From an optimization exercise on the open Yosys and OpenROAD flow, aimed at small area; shortcuts taken in it are not production practice.
In this exercise RTL edits were held to simulation tests only and were not proved equivalent to the original.
Power and IR drop assume default switching activity.

## flow/design.v

```verilog
module lcdc_encode (
    input  wire [4:0]  code,
    input  wire [15:0] arg,
    output reg         valid,      
    output reg  [15:0] bytes,      
    output reg         two_bytes,  
    output reg         to_data,    
    output reg         long_exec,  
    output reg  [2:0]  cls         
);
    localparam CLS_BASIC = 3'd0;
    localparam CLS_EXT   = 3'd1;
    localparam CLS_SELB  = 3'd2;
    localparam CLS_SELE  = 3'd3;
    localparam CLS_SELG  = 3'd4;
    always @(*) begin
        valid     = 1'b1;
        bytes     = 16'h0000;
        two_bytes = 1'b0;
        to_data   = 1'b0;
        long_exec = 1'b0;
        cls       = CLS_BASIC;
        case (code)
            5'd0: begin  
                bytes     = arg;
                two_bytes = 1'b1;
                to_data   = 1'b1;
            end
            5'd1: begin  
                bytes     = {8'h01, 8'h00};
                long_exec = 1'b1;
            end
            5'd2:  bytes = {8'h02, 8'h00};                                   
            5'd3:  bytes = {6'b000001, arg[1:0], 8'h00};                     
            5'd4:  bytes = {5'b00001, arg[2:0], 8'h00};                      
            5'd5:  bytes = {4'b0001, arg[1:0], 2'b00, 8'h00};                
            5'd6: begin  
                bytes = {8'h20, 8'h00};
                cls   = CLS_SELB;
            end
            5'd7:  bytes = {2'b01, arg[5:0], 8'h00};                         
            5'd8:  bytes = {1'b1, arg[6:0], 8'h00};                          
            5'd9: begin  
                bytes = {8'h01, 8'h00};
                cls   = CLS_EXT;
            end
            5'd10: begin  
                bytes = {8'h03, 8'h00};
                cls   = CLS_EXT;
            end
            5'd11: begin  
                bytes = {8'h02, 8'h00};
                cls   = CLS_EXT;
            end
            5'd12: begin  
                bytes = {6'b000001, arg[1:0], 8'h00};
                cls   = CLS_EXT;
            end
            5'd13: begin  
                bytes = {8'h24, 8'h00};
                cls   = CLS_SELE;
            end
            5'd14: begin  
                bytes = {8'h26, 8'h00};
                cls   = CLS_SELG;
            end
            5'd15: begin  
                bytes = {3'b010, arg[4:0], 8'h00};
                cls   = CLS_EXT;
            end
            5'd16: begin  
                bytes     = {4'b1000, arg[11:8], 2'b10, arg[5:0]};
                two_bytes = 1'b1;
                cls       = CLS_EXT;
            end
            default: valid = 1'b0;
        endcase
    end
endmodule
module lcdc (
    input  wire        clk,
    input  wire        rst,
    input  wire        tick,
    input  wire        cmd_valid,
    output wire        cmd_ready,
    input  wire [2:0]  cmd_op,
    input  wire [1:0]  cmd_line,
    input  wire [4:0]  cmd_code,
    input  wire [15:0] cmd_arg,
    output reg         done,
    output reg  [15:0] rdata,
    output reg         rs,
    output reg         rw,
    output reg  [3:0]  e,
    output reg  [3:0]  d_out,
    output reg         d_oe,
    input  wire [3:0]  d_in
);
    localparam [31:0] T_EXEC        = 32'd72;
    localparam [31:0] T_EXEC_CLEAR  = 32'd1600;
    localparam [31:0] T_READ        = 32'd72;
    localparam [31:0] T_POWERUP     = 32'd80000;
    localparam [31:0] T_INIT_SETTLE = 32'd100;
    localparam OP_EXEC = 3'd0, OP_STATUS = 3'd1, OP_RAMRD = 3'd2, OP_WAIT = 3'd3, OP_INIT = 3'd4;
    localparam [1:0] M_BASIC = 2'd0, M_EXT = 2'd1, M_GRAPH = 2'd2;
    localparam CLS_BASIC = 3'd0, CLS_EXT = 3'd1, CLS_SELB = 3'd2, CLS_SELE = 3'd3, CLS_SELG = 3'd4;
    localparam [2:0] S_IDLE   = 3'd0,
                     S_PLAN   = 3'd1,   
                     S_DWAIT  = 3'd2,   
                     S_BUS    = 3'd3,   
                     S_TWAIT  = 3'd4,   
                     S_WAITOP = 3'd5;   
    reg [31:0] now;
    reg [31:0] deadline [0:3];
    reg [1:0]  mode     [0:3];
    reg [2:0]  state;
    reg [2:0]  op_r;
    reg [1:0]  line_r;
    reg [4:0]  code_r;
    reg [15:0] arg_r;
    reg [31:0] tgt;
    reg [2:0]  init_step;
    reg [15:0] tx;           
    reg [15:0] rx;           
    reg [1:0]  nib_last;     
    reg [1:0]  nib;          
    reg [1:0]  phase;        
    reg        acc_rs;
    reg        acc_read;
    reg        acc_long;
    reg        acc_final;    
    reg        acc_setmode;  
    reg [1:0]  acc_mode;     
    assign cmd_ready = (state == S_IDLE);
    wire [1:0] cur_mode = mode[line_r];
    wire [31:0] dl_diff    = now - deadline[line_r];
    wire [31:0] tgt_diff   = now - tgt;
    wire        dl_reached  = ~dl_diff[31];
    wire        tgt_reached = ~tgt_diff[31];
    wire        enc_valid;
    wire [15:0] enc_bytes;
    wire        enc_two;
    wire        enc_data;
    wire        enc_long;
    wire [2:0]  enc_cls;
    lcdc_encode u_enc (
        .code     (code_r),
        .arg      (arg_r),
        .valid    (enc_valid),
        .bytes    (enc_bytes),
        .two_bytes(enc_two),
        .to_data  (enc_data),
        .long_exec(enc_long),
        .cls      (enc_cls)
    );
    reg        pl_cmd;       
    reg [7:0]  pl_sel;       
    reg [1:0]  pl_mode;      
    reg        pl_final;     
    always @(*) begin
        pl_cmd   = 1'b0;
        pl_sel   = 8'h24;
        pl_mode  = M_EXT;
        pl_final = 1'b0;
        case (enc_cls)
            CLS_BASIC: begin
                if (cur_mode == M_GRAPH) begin
                    pl_sel = 8'h24; pl_mode = M_EXT;
                end else if (cur_mode == M_EXT) begin
                    pl_sel = 8'h20; pl_mode = M_BASIC;
                end else begin
                    pl_cmd = 1'b1; pl_final = 1'b1;
                end
            end
            CLS_EXT: begin
                if (cur_mode == M_BASIC) begin
                    pl_sel = 8'h24; pl_mode = M_EXT;
                end else begin
                    pl_cmd = 1'b1; pl_final = 1'b1;
                end
            end
            CLS_SELB: begin
                if (cur_mode == M_GRAPH) begin
                    pl_sel = 8'h24; pl_mode = M_EXT;
                end else begin
                    pl_sel = 8'h20; pl_mode = M_BASIC; pl_final = 1'b1;
                end
            end
            CLS_SELE: begin
                pl_sel = 8'h24; pl_mode = M_EXT; pl_final = 1'b1;
            end
            default: begin  
                if (cur_mode == M_BASIC) begin
                    pl_sel = 8'h24; pl_mode = M_EXT;
                end else begin
                    pl_sel = 8'h26; pl_mode = M_GRAPH; pl_final = 1'b1;
                end
            end
        endcase
    end
    reg [7:0] init_byte;
    always @(*) begin
        case (init_step)
            3'd0:    init_byte = 8'h20;
            3'd1:    init_byte = 8'h20;
            3'd2:    init_byte = 8'h0C;
            3'd3:    init_byte = 8'h01;
            default: init_byte = 8'h06;
        endcase
    end
    integer k;
    always @(posedge clk) begin
        if (rst) begin
            now       <= 32'd0;
            for (k = 0; k < 4; k = k + 1) begin
                deadline[k] <= 32'd0;
                mode[k]     <= M_BASIC;
            end
            state       <= S_IDLE;
            op_r        <= 3'd0;
            line_r      <= 2'd0;
            code_r      <= 5'd0;
            arg_r       <= 16'd0;
            tgt         <= 32'd0;
            init_step   <= 3'd0;
            tx          <= 16'd0;
            rx          <= 16'd0;
            nib_last    <= 2'd0;
            nib         <= 2'd0;
            phase       <= 2'd0;
            acc_rs      <= 1'b0;
            acc_read    <= 1'b0;
            acc_long    <= 1'b0;
            acc_final   <= 1'b0;
            acc_setmode <= 1'b0;
            acc_mode    <= M_BASIC;
            done        <= 1'b0;
            rdata       <= 16'd0;
            rs          <= 1'b0;
            rw          <= 1'b0;
            e           <= 4'd0;
            d_out       <= 4'd0;
            d_oe        <= 1'b1;
        end else begin
            if (tick)
                now <= now + 32'd1;
            done <= 1'b0;
            case (state)
                S_IDLE: begin
                    if (cmd_valid) begin
                        op_r   <= cmd_op;
                        line_r <= cmd_line;
                        code_r <= cmd_code;
                        arg_r  <= cmd_arg;
                        case (cmd_op)
                            OP_EXEC:   state <= S_PLAN;
                            OP_STATUS: begin
                                acc_read    <= 1'b1;
                                acc_rs      <= 1'b0;
                                acc_long    <= 1'b0;
                                acc_setmode <= 1'b0;
                                acc_final   <= 1'b1;
                                nib_last    <= 2'd1;
                                state       <= S_DWAIT;
                            end
                            OP_RAMRD: begin
                                acc_read    <= 1'b1;
                                acc_rs      <= 1'b1;
                                acc_long    <= 1'b0;
                                acc_setmode <= 1'b0;
                                acc_final   <= 1'b1;
                                nib_last    <= 2'd3;
                                state       <= S_DWAIT;
                            end
                            OP_WAIT:   state <= S_WAITOP;
                            OP_INIT: begin
                                tgt       <= now + T_POWERUP;
                                init_step <= 3'd0;
                                state     <= S_TWAIT;
                            end
                            default:   done <= 1'b1;
                        endcase
                    end
                end
                S_PLAN: begin
                    if (!enc_valid) begin
                        done  <= 1'b1;
                        state <= S_IDLE;
                    end else begin
                        acc_read    <= 1'b0;
                        acc_final   <= pl_final;
                        acc_setmode <= ~pl_cmd;
                        acc_mode    <= pl_mode;
                        if (pl_cmd) begin
                            tx       <= enc_bytes;
                            nib_last <= enc_two ? 2'd3 : 2'd1;
                            acc_rs   <= enc_data;
                            acc_long <= enc_long;
                        end else begin
                            tx       <= {pl_sel, 8'h00};
                            nib_last <= 2'd1;
                            acc_rs   <= 1'b0;
                            acc_long <= 1'b0;
                        end
                        state <= S_DWAIT;
                    end
                end
                S_WAITOP: begin
                    if (dl_reached) begin
                        done  <= 1'b1;
                        state <= S_IDLE;
                    end
                end
                S_TWAIT: begin
                    if (tgt_reached) begin
                        if (init_step == 3'd0) begin
                            mode[line_r]     <= M_BASIC;
                            deadline[line_r] <= now;
                        end
                        acc_read    <= 1'b0;
                        acc_rs      <= 1'b0;
                        acc_long    <= 1'b0;
                        acc_final   <= 1'b0;
                        acc_setmode <= 1'b0;
                        tx          <= {init_byte, 8'h00};
                        nib_last    <= 2'd1;
                        state       <= S_DWAIT;
                    end
                end
                S_DWAIT: begin
                    if (dl_reached) begin
                        rs    <= acc_rs;
                        rw    <= acc_read;
                        if (acc_read)
                            d_oe <= 1'b0;
                        else
                            d_out <= tx[15:12];
                        nib   <= 2'd0;
                        phase <= 2'd0;
                        state <= S_BUS;
                    end
                end
                S_BUS: begin
                    case (phase)
                        2'd0: begin
                            e[line_r] <= 1'b1;
                            phase     <= 2'd1;
                        end
                        2'd1: phase <= 2'd2;
                        2'd2: begin
                            if (acc_read)
                                rx <= {rx[11:0], d_in};
                            e[line_r] <= 1'b0;
                            phase     <= 2'd3;
                        end
                        default: begin
                            if (nib != nib_last) begin
                                nib   <= nib + 2'd1;
                                tx    <= {tx[11:0], 4'h0};
                                if (!acc_read)
                                    d_out <= tx[11:8];
                                phase <= 2'd0;
                            end else begin
                                deadline[line_r] <= now + (acc_read ? T_READ :
                                                           acc_long ? T_EXEC_CLEAR : T_EXEC);
                                if (acc_read)
                                    d_oe <= 1'b1;
                                if (acc_setmode)
                                    mode[line_r] <= acc_mode;
                                if (op_r == OP_INIT) begin
                                    init_step <= init_step + 3'd1;
                                    case (init_step)
                                        3'd0, 3'd1: begin
                                            tgt   <= now + T_INIT_SETTLE;
                                            state <= S_TWAIT;
                                        end
                                        3'd2, 3'd3: begin
                                            tx       <= {(init_step == 3'd2) ? 8'h01 : 8'h06, 8'h00};
                                            acc_long <= (init_step == 3'd2);
                                            state    <= S_DWAIT;
                                        end
                                        default: begin
                                            done  <= 1'b1;
                                            state <= S_IDLE;
                                        end
                                    endcase
                                end else if (acc_read) begin
                                    rdata <= (op_r == OP_STATUS) ? {8'h00, rx[7:0]} : rx;
                                    done  <= 1'b1;
                                    state <= S_IDLE;
                                end else if (acc_final) begin
                                    done  <= 1'b1;
                                    state <= S_IDLE;
                                end else begin
                                    state <= S_PLAN;
                                end
                            end
                        end
                    endcase
                end
                default: state <= S_IDLE;
            endcase
        end
    end
endmodule
```

## flow/run.sh

```bash
#!/bin/bash
# synth_recipe.tcl (not shown) runs the flow's synth.tcl, then flattens the netlist and writes it again
# the make line also repeats each setting of config.mk as NAME=value (left out here)
make -C /OpenROAD-flow-scripts/flow DESIGN_CONFIG=/design/flow/config.mk WORK_HOME=/design/flow/orfs CLKGATE_MAP_FILE= SYNTH_SCRIPT=/design/flow/synth_recipe.tcl finish
```

## flow/config.mk

```make
export PLATFORM = sky130hd
export DESIGN_NAME = lcdc
export DESIGN_NICKNAME = lcdc
export VERILOG_FILES = /design/flow/design.v
export SDC_FILE = /design/flow/constraint.sdc
export NUM_CORES = 4
export LEC_CHECK = 0
export CAP_MARGIN = 20
export CORE_MARGIN = 2
export CORE_UTILIZATION = 40
export SLEW_MARGIN = 20
```

## flow/constraint.sdc

```tcl
create_clock -name core_clock -period 10.0 [get_ports {clk}]
set_input_delay 2.0000 -clock core_clock [delete_from_list [all_inputs] [get_ports {clk}]]
set_output_delay 2.0000 -clock core_clock [all_outputs]
set_load 0.01 [all_outputs]
```

==> results.json <==
{
  "firstDrtPassIters": 5,
  "post_cts.repair.setup_buffers": 0,
  "viasPerCell": 5.53,
  "cp.arrival_ps": 4900,
  "synth-compound-area-share_pct": 13.6,
  "ys_seq_area_share_pct": 45.9,
  "grt_start_max_net_pins": 72,
  "multi_input_area_mm2": 0.00804,
  "cts.sinks": 307,
  "fmax_ghz": 0.214,
  "die_w_um": 206,
  "cp-start-kind": "primary input",
  "tightest_slew_ps": 1060,
  "setup_viol": 0,
  "synth_mux_area_share_pct": 5.32,
  "cts_tree": "built",
  "cp-end-kind": "flop",
  "synth_top_family_by_area": "simple AND/OR/NAND/NOR gates",
  "hold_class": "flop to flop",
  "worst_slew_margin_rel_pct": 28.9,
  "leakagePower_nw": 6.59,
  "htreeDepth": 2,
  "drc": 0,
  "synth-edff-count": 136,
  "antenna_found_initial": 0,
  "drtAntennaViolNets": 0,
  "cap_violations": 0,
  "clk_latency_ps": 550,
  "num-nets-final": 1866,
  "root_buffer": "clkbuf_16",
  "pre_cts_ws_ps": 4720,
  "post_cts_resized": 0,
  "seqCellArea_mm2": 0.00751,
  "synthAdderAreaFrac_pct": 6.10,
  "yosys.area_share.xor_xnor_pct": 4.92,
  "required_ps": 10220,
  "globalplace.congestion": 0.880,
  "layout-drive-gt1-share_pct": 7.49,
  "fin_util_pct": 45.4,
  "hold_ws_ps": 449,
  "coreArea_mm2": 0.0406,
  "status": "no timing/DRC/antenna violations",
  "drt-total-wl_um": 42300,
  "ys_async_sr_fraction_pct": 0,
  "synth_area_mm2": 0.0164,
  "ios": 63,
  "finalMaxSlewViolations": 0,
  "place_hpwl_um": 28700,
  "grt_pass1_vias": 12537,
  "die_height_um": 206,
  "drt_iter0_markers": 772,
  "track_usage_pct": 20.2,
  "ys_warn_count": 2,
  "cts_buffers": 36,
  "hold_violations": 0,
  "num_vias": 12763,
  "path_clk_slew_ps": 60,
  "fin_crit_ps": 4680,
  "yosysUniqueCellTypes": 71,
  "finalWorstSetupSlack_ps": 5320,
  "ys_ff_latch": 307,
  "critPathKind": "primary input to flop",
  "crit_fanout": 71,
  "syn_avg_cell_area_um2": 9.32,
  "hold_buffers": 0,
  "min_period_over_period_pct": 46.8,
  "cts.path.max_buffers": 3,
  "rsz0062_at_grt": "false",
  "portBuffers": 62,
  "rows": 74,
  "synthToLayoutAreaGrowth_pct": 12.8,
  "syn_nets": 1870,
  "synth_cells": 1757,
  "synth-simple-area-share_pct": 18.8,
  "tns_ps": 0,
  "die-area_mm2": 0.0426,
  "overflow": 0,
  "n_antenna_cell": 0,
  "grt_pass1_wl_um": 67600,
  "ir_drop_mv": 0.139,
  "wl_per_cell_um": 18.3,
  "ys.flop_type": "dfxtp_1",
  "n_fill_cell": 3904,
  "fin_skew_ps": 15.1,
  "initial_core_util_pct": 40.3,
  "p_per_area_mw_per_mm2": 207
}
==> report_power, final <==
part / switching (W) / internal [W] / leakage [nW]
combinational: 0.000646 / 0.000390 / 3.25
clock: 0.000512 / 0.000735 / 0.543
sequential: 0.000109 / 0.00143 / 2.79
total: 0.00127 / 0.00256 / 6.59
==> cells in the mapped netlist, types with 7 or more instances <==
cell,number,area share [%]
buf_1,10,0.23
a211oi_1,40,1.8
or3_1,18,0.69
a21oi_1,129,3.9
nand4_1,17,0.65
inv_1,100,2.3
dfxtp_1,171,21
a31oi_1,15,0.57
nand3_1,50,1.5
xor2_1,38,2.0
and4_1,7,0.37
mux4_2,33,4.5
nand2b_1,11,0.42
a21o_1,20,0.92
nor3_1,89,2.7
a311oi_1,15,0.80
clkbuf_1,86,2.0
o21ai_1,8,0.24
nand2_1,220,5.0
buf_2,25,0.76
nor4_1,8,0.31
nor2_1,165,3.8
and2_1,16,0.61
o21a_1,7,0.32
and3_1,18,0.69
ha_1,79,6.0
o21ai_0,49,1.5
xnor2_1,54,2.9
nor2b_1,13,0.50
edfxtp_1,136,25
==> through the flow <==
| stage | area [um^2] | total power, W | cells |
|---|---|---|---|
| CTS | 18500 | 0.00385 | 2307 |
| detailed placement | 17300 | 0.00260 | 2246 |
| finish | 18500 | 0.00382 | 2308 |
| floorplan | 16400 | 0.00231 | 1757 |
| global placement | 17300 | 0.00258 | 2246 |
| global route | 18500 | 0.00404 | 2308 |
==> kinds of logic after synthesis <==
kind of cell	count (synthesis)
multiplexers	45
buffers and inverters	224
AO/OA/AOI/OAI	348
AND/OR/NAND/NOR	661
flip-flops	307
adder cells (fa/ha/maj)	80
XOR/XNOR	92
==> metal layers <==
| metal | part of all wire, % | track usage, % |
|---|---|---|
| met5 | 0 | 0 |
| met4 | 2.7 | 7.24 |
| met3 | 4.8 | 3.41 |
| met2 | 48 | 34.2 |
| met1 | 44 | 26.0 |
==> state kept, by name (all words and copies together), names as in the netlist, 3 cells and up, named ones only <==
signal     flops
state          3
arg_r         16
rx            16
rdata         16
tx            16
d_out          4
tgt           32
now           32
deadline     128
init_step      3
code_r         5
mode           8
op_r           3
==> final cells by class <==
| cell class | instances | area share, % |
|---|---|---|
| inverters | 100 | 2.03 |
| clock buffers | 56 | 5.81 |
| repair buffers | 82 | 4.16 |
| flip-flops and latches | 307 | 40.7 |
| well taps | 532 | 3.61 |
| clock inverters | 5 | 0.190 |
| multi-input cells | 1226 | 43.5 |
==> worst paths after layout <==
kind                            startpoint              to  slack (ps)  cells after the start
worst min-delay path             rdata[10]       rdata[10]         450                      2
worst max-delay path                   rst  deadline[3][3]        5320                      9
worst max register to register     now[26]  deadline[3][3]        5320                     12
worst min register to register   rdata[10]       rdata[10]         450                      2
==> placed cells by master, fill, tap and decap left out, drive strengths merged, types with 11 or more instances in the layout <==
cell,n
nand2,221
dfxtp,171
nor2,165
edfxtp,136
a21oi,130
inv,100
nor3,89
ha,79
clkdlybuf4s50,61
o21ai,57
clkbuf,57
xnor2,54
nand3,50
a211oi,40
xor2,38
mux4,33
a21o,20
buf,20
and3,18
or3,18
nand4,17
and2,16
a311oi,16
a31oi,15
nor2b,13
nand2b,11
==> worst max-delay path, cell delays in order <==
cell	delay, ps
buf_4	250
inv_1	570
nand4_1	190
a21oi_2	140
buf_4	250
nor2_4	40
buf_4	350
o21ai_4	660
buf_4	400

## separate check: timing with driven ports
The flow's constraints put no driver on any port. The routed layout listed below was extracted and timed again, unchanged, in two steps.
Step 1 (the two cells are an assumption about what drives the block):
set clk [get_ports {clk}]
set_driving_cell -lib_cell sky130_fd_sc_hd__clkbuf_16 $clk
set_driving_cell -lib_cell sky130_fd_sc_hd__buf_2 [delete_from_list [all_inputs] $clk]
Step 2, shift: input delay + t, output delay - t, t = (earliest + latest rising clock arrival at the registers) / 2. This alone moves slack from input paths to output paths.
Slacks: no drivers / after step 1 / after step 2; pairs: no drivers / after step 1.
t (ns): 0.597
setup slack, ns: 5.320 / 5.323 / 4.753
worst hold slack (ns): 0.449 / 0.449 / 0.449
After both steps setup and hold are still met in this run. For this run, drivers alone change the setup slack by +0.003 ns; drivers and shift together by -0.567 ns.
